Background: an optimization exercise with open tools, aiming at small area, a short achievable clock period and few clock cycles. Do not read the settings as production practice.
At most, simulation tests tie the RTL to the original design; equivalence was not proved.
Power figures rest on the tool's default switching activity, not on a simulated workload.

build 40:
## xbee_rx
module xbee_rx #(
    parameter RX_CAP = 128            
) (
    input  wire       clk,
    input  wire       rst,            
    input  wire       api_mode,       
    input  wire       in_valid,
    output wire       in_ready,
    input  wire [7:0] in_data,
    output wire       out_valid,
    input  wire       out_ready,
    output wire [7:0] out_data,
    output wire       out_last,
    output wire       out_fault,      
    output wire       out_chk_err     
);
    localparam [1:0] P_WAIT = 2'd0, P_HI = 2'd1, P_LO = 2'd2, P_BODY = 2'd3;
    localparam [2:0] R_IDLE = 3'd0, R_HDR = 3'd1, R_H1 = 3'd2, R_H2 = 3'd3,
                     R_BODY = 3'd4;
    reg        rdy;
    reg        bv;                    
    reg  [7:0] b;
    reg        e7, d7;                
    reg        bes;                   
    reg        p7d;                   
    reg        mode;                  
    reg        rr;                    
    wire take = in_valid & rdy;
    always @(posedge clk) begin
        b    <= in_data;
        e7   <= (in_data == 8'h7E);
        d7   <= (in_data == 8'h7D);
        mode <= api_mode;
        rr   <= rst;
        if (rst) begin
            bv  <= 1'b0;
            p7d <= 1'b0;
        end else begin
  ...
Settings: LEC_CHECK=0, CAP_MARGIN=20, CORE_MARGIN=2, CORE_UTILIZATION=60, GPL_TIMING_DRIVEN=1, SETUP_SLACK_MARGIN=3.8, SLEW_MARGIN=20; clock period 6.0 ns.
run.sh (not shown) runs the stock make flow with config.mk's settings and CLKGATE_MAP_FILE= SYNTH_SCRIPT=/design/flow/synth_recipe.tcl, a recipe that flattens the netlist after the stock synthesis.
Build 40 ended with every stage complete and zero timing, DRC or antenna violations.
Testbench counts of build 40, summed over its fixed seeds: cycles 28,916.
Setup changes, build 40 to build 1
Settings: SETUP_SLACK_MARGIN now 4.0, was 3.8.
### Flow results
- Delta (build 1 minus build 40): switching power went up 9.1%; iteration count of the initial detailed-routing pass went down 2; post-layout minimum cycle time went up 0.18 ns.
- The run showing the greater share of layout cells above drive strength 1 is build 1.
- On overall power after layout, build 1 does worse than build 40.
- Build 1 completed end to end with timing, DRC and antenna clean.
- Build 40: done, clean on timing, DRC and antenna
- Slack of the critical path (higher): build 40
- Share of the cycle needed by the critical path after routing delta for build 1 relative to build 40: 3.1 points higher
- Vias: build 1 above build 40
- Post-cts resize count (lower): build 40
- Going from build 40 to build 1, number of clock buffers in the layout went up by 6; number of synthesized flops with an enable pin was more or less identical.
--- input diff build 1..build 91 ---
Settings: swapping 4.0 for 3.6 in SETUP_SLACK_MARGIN.
## What came out
Going from build 1 to build 91, utilization of the core after routing decreased by 5.4 points relative to the old numbers, setup slack higher, height of the die saw little to no change, combinational cell fraction of total power decreased by 4.5 points relative to the old numbers.
Edits applied to the flow inputs when going from build 91 to build 90:
Settings: changing CORE_UTILIZATION from 60 to 70; changing SETUP_SLACK_MARGIN from 3.6 to 3.8.
==> results.txt <==
Build 91 -> build 90: post-route standard cell area excluding fillers increased slightly
Net total in the final layout in build 90 vs build 91: up 2.3%
Compared with build 91, build 90 is more frugal on power.
On fraction of final layout cells sized beyond drive strength 1: between build 90 and build 91, it ends up lower for build 91.
Taking build 91 as the reference point, the data required time of the worst path of build 90 falls by 1.51 ns.
Reported for build 90 and build 91, synthesized netlist net count turned out identical to the last digit.
From build 91 to build 90 the numbers moved as follows: die area has decreased; first-iteration DRC count has increased.
Setup changes, build 90 to build 10
Settings: GPL_TIMING_DRIVEN no longer set, was 1; CORE_UTILIZATION now 60, was 70.
Findings:
Build 90 → build 10: setup slack +0.012 ns, peak clock frequency supported by timing went up.
Going from build 90 to build 10, routed length on met1 grows by 14%.
Build 90 → build 10: part of the power in combinational logic dropped 0.7 points; post-route standard cell area excluding fillers has increased.

========
xbee_rx, a different RTL version from the one above (not shown whole).
For scale: about 2600 cells after synthesis, about 1100 flip-flops, ~26 I/O pins.
make LEC_CHECK=0 CAP_MARGIN=20 CORE_MARGIN=2 CORE_UTILIZATION=40 SETUP_SLACK_MARGIN=3.6 SLEW_MARGIN=20 finish   # period 6.0 ns
The first run passed the timing, DRC and antenna checks.
Testbench counts at the start, summed over its fixed seeds: cycles 28,875.
==> next run, changes <==
SETUP_SLACK_MARGIN = 3.0   (was 3.6)
What happened:
- worst hold slack stays flat
- power goes up by 1.7%
- via count goes down by 2.3%
- setup slack got worse by 0.0042 ns
- combinational power goes up by about 2%
- critical path depth stays the same
- design area goes down by 2.0%
- register-to-register slack stays flat
- utilization goes down by 0.93 points
- global-route usage goes down by 0.49 points

========
Another version of the RTL of xbee_rx (not shown whole).
For scale: about 2900 cells after synthesis, ~1200 flip-flops, roughly 26 I/O pins, roughly 47000 sq um of cells after synthesis.
==> flow/design.v (excerpt) <==
module xbee_rx #(
    parameter RX_CAP = 128            
) (
    input  wire       clk,
    input  wire       rst,            
    input  wire       api_mode,       
    input  wire       in_valid,
    output wire       in_ready,
    input  wire [7:0] in_data,
    output wire       out_valid,
    input  wire       out_ready,
    output wire [7:0] out_data,
    output wire       out_last,
    output wire       out_fault,      
    output wire       out_chk_err     
);
    localparam [1:0] P_WAIT = 2'd0, P_HI = 2'd1, P_LO = 2'd2, P_BODY = 2'd3;
    localparam [2:0] R_IDLE = 3'd0, R_HDR = 3'd1, R_H1 = 3'd2, R_H2 = 3'd3,
                     R_BODY = 3'd4;
    reg        rdy;
    reg        bv;                    
    reg  [7:0] b;
    reg        e7, d7;                
    reg        bes;                   
    reg        p7d;                   
    reg        mode;                  
    reg        rr;                    
    wire take = in_valid & rdy;
    always @(posedge clk) begin
        b    <= in_data;
        e7   <= (in_data == 8'h7E);
        d7   <= (in_data == 8'h7D);
        mode <= api_mode;
        rr   <= rst;
        if (rst) begin
            bv  <= 1'b0;
            p7d <= 1'b0;
        end else begin
            bv <= take;
            if (take) begin
                bes <= p7d;
                p7d <= mode & (in_data == 8'h7D);
            end
        end
  ...
==> flow/config.mk <==
export PLATFORM = sky130hd
export DESIGN_NAME = xbee_rx
export DESIGN_NICKNAME = xbee_rx
export VERILOG_FILES = /design/flow/design.v
export SDC_FILE = /design/flow/constraint.sdc
export NUM_CORES = 4
export LEC_CHECK = 0
export CAP_MARGIN = 20
export CORE_MARGIN = 2
export CORE_UTILIZATION = 40
export CTS_BUF_LIST = sky130_fd_sc_hd__clkbuf_8
export CTS_CLUSTER_SIZE = 30
export SETUP_SLACK_MARGIN = 3.0
export SLEW_MARGIN = 20
==> flow/constraint.sdc <==
create_clock -name core_clock -period 6.0 [get_ports {clk}]
set_input_delay 1.2000 -clock core_clock [delete_from_list [all_inputs] [get_ports {clk}]]
set_output_delay 1.2000 -clock core_clock [all_outputs]
set_load 0.01 [all_outputs]
==> next run, changes <==
--- a/flow/config.mk
+++ b/flow/config.mk
@@ -11,3 +11 @@
-export CTS_BUF_LIST = sky130_fd_sc_hd__clkbuf_8
-export CTS_CLUSTER_SIZE = 30
-export SETUP_SLACK_MARGIN = 3.0
+export SETUP_SLACK_MARGIN = 3.4
After rerunning:
- final area increases by 4.0%
- combinational power stays flat
- clock skew falls by 0.030 ns
- total power is higher by 6.3%
- worst setup slack improves by 0.16 ns
- wire length climbs by 2.2%
- non-clock buffer count goes up by 85
- final cell count fell by 0.76%
Function was not checked in any run of this note: the RTL went through the layout flow alone.

==> what the ideal ports hide <==
Ports are ideal in the flow. The routed layouts listed here were re-timed in OpenROAD.
Step 1 (the two cells are an assumption about what drives the block):
set clk [get_ports {clk}]
set_driving_cell -lib_cell sky130_fd_sc_hd__clkbuf_16 $clk
set_driving_cell -lib_cell sky130_fd_sc_hd__buf_2 [delete_from_list [all_inputs] $clk]
Step 2 adds t to the input delays and takes it off the output delays; t is the mean of the earliest and latest rising clock arrival at the registers after step 1. Input paths then give back, and output paths get back, about the clock's delay inside the block.
a / b / c = ideal ports / drivers / drivers and shift; a / b = the first two.
run	shift t [ns]	setup slack, ns	hold WS [ns]	worst setup path after step 2	worst data-port slew with drivers (ns)
build 40	0.754	3.594 / 3.526 / 3.055	0.445 / 0.445 / 0.445	input to register	0.04
build 1	0.766	3.411 / 3.411 / 3.075	0.441 / 0.441 / 0.441	input to register	0.05
build 91	0.750	3.584 / 3.538 / 3.012	0.437 / 0.437 / 0.437	input to register	0.04
build 90	0.746	3.583 / 3.516 / 3.108	0.449 / 0.449 / 0.449	input to register	0.05
build 10	0.754	3.594 / 3.526 / 3.055	0.445 / 0.445 / 0.445	input to register	0.04
the first run of note 2	0.762	2.784 / 2.784 / 2.784	0.448 / 0.448 / 0.448	register to register	0.03
the second run of note 2	0.757	2.780 / 2.780 / 2.576	0.448 / 0.448 / 0.448	input to register	0.04
the first run of note 3	0.935	3.013 / 2.985 / 2.233	0.447 / 0.447 / 0.447	input to register	0.04
the second run of note 3	0.776	3.169 / 3.169 / 2.762	0.436 / 0.436 / 0.436	input to register	0.03
After both steps setup and hold are still met in every run listed. The setup slack of the first run of note 3, which loses most, moves by -0.028 ns with the drivers and by -0.780 ns with both steps.
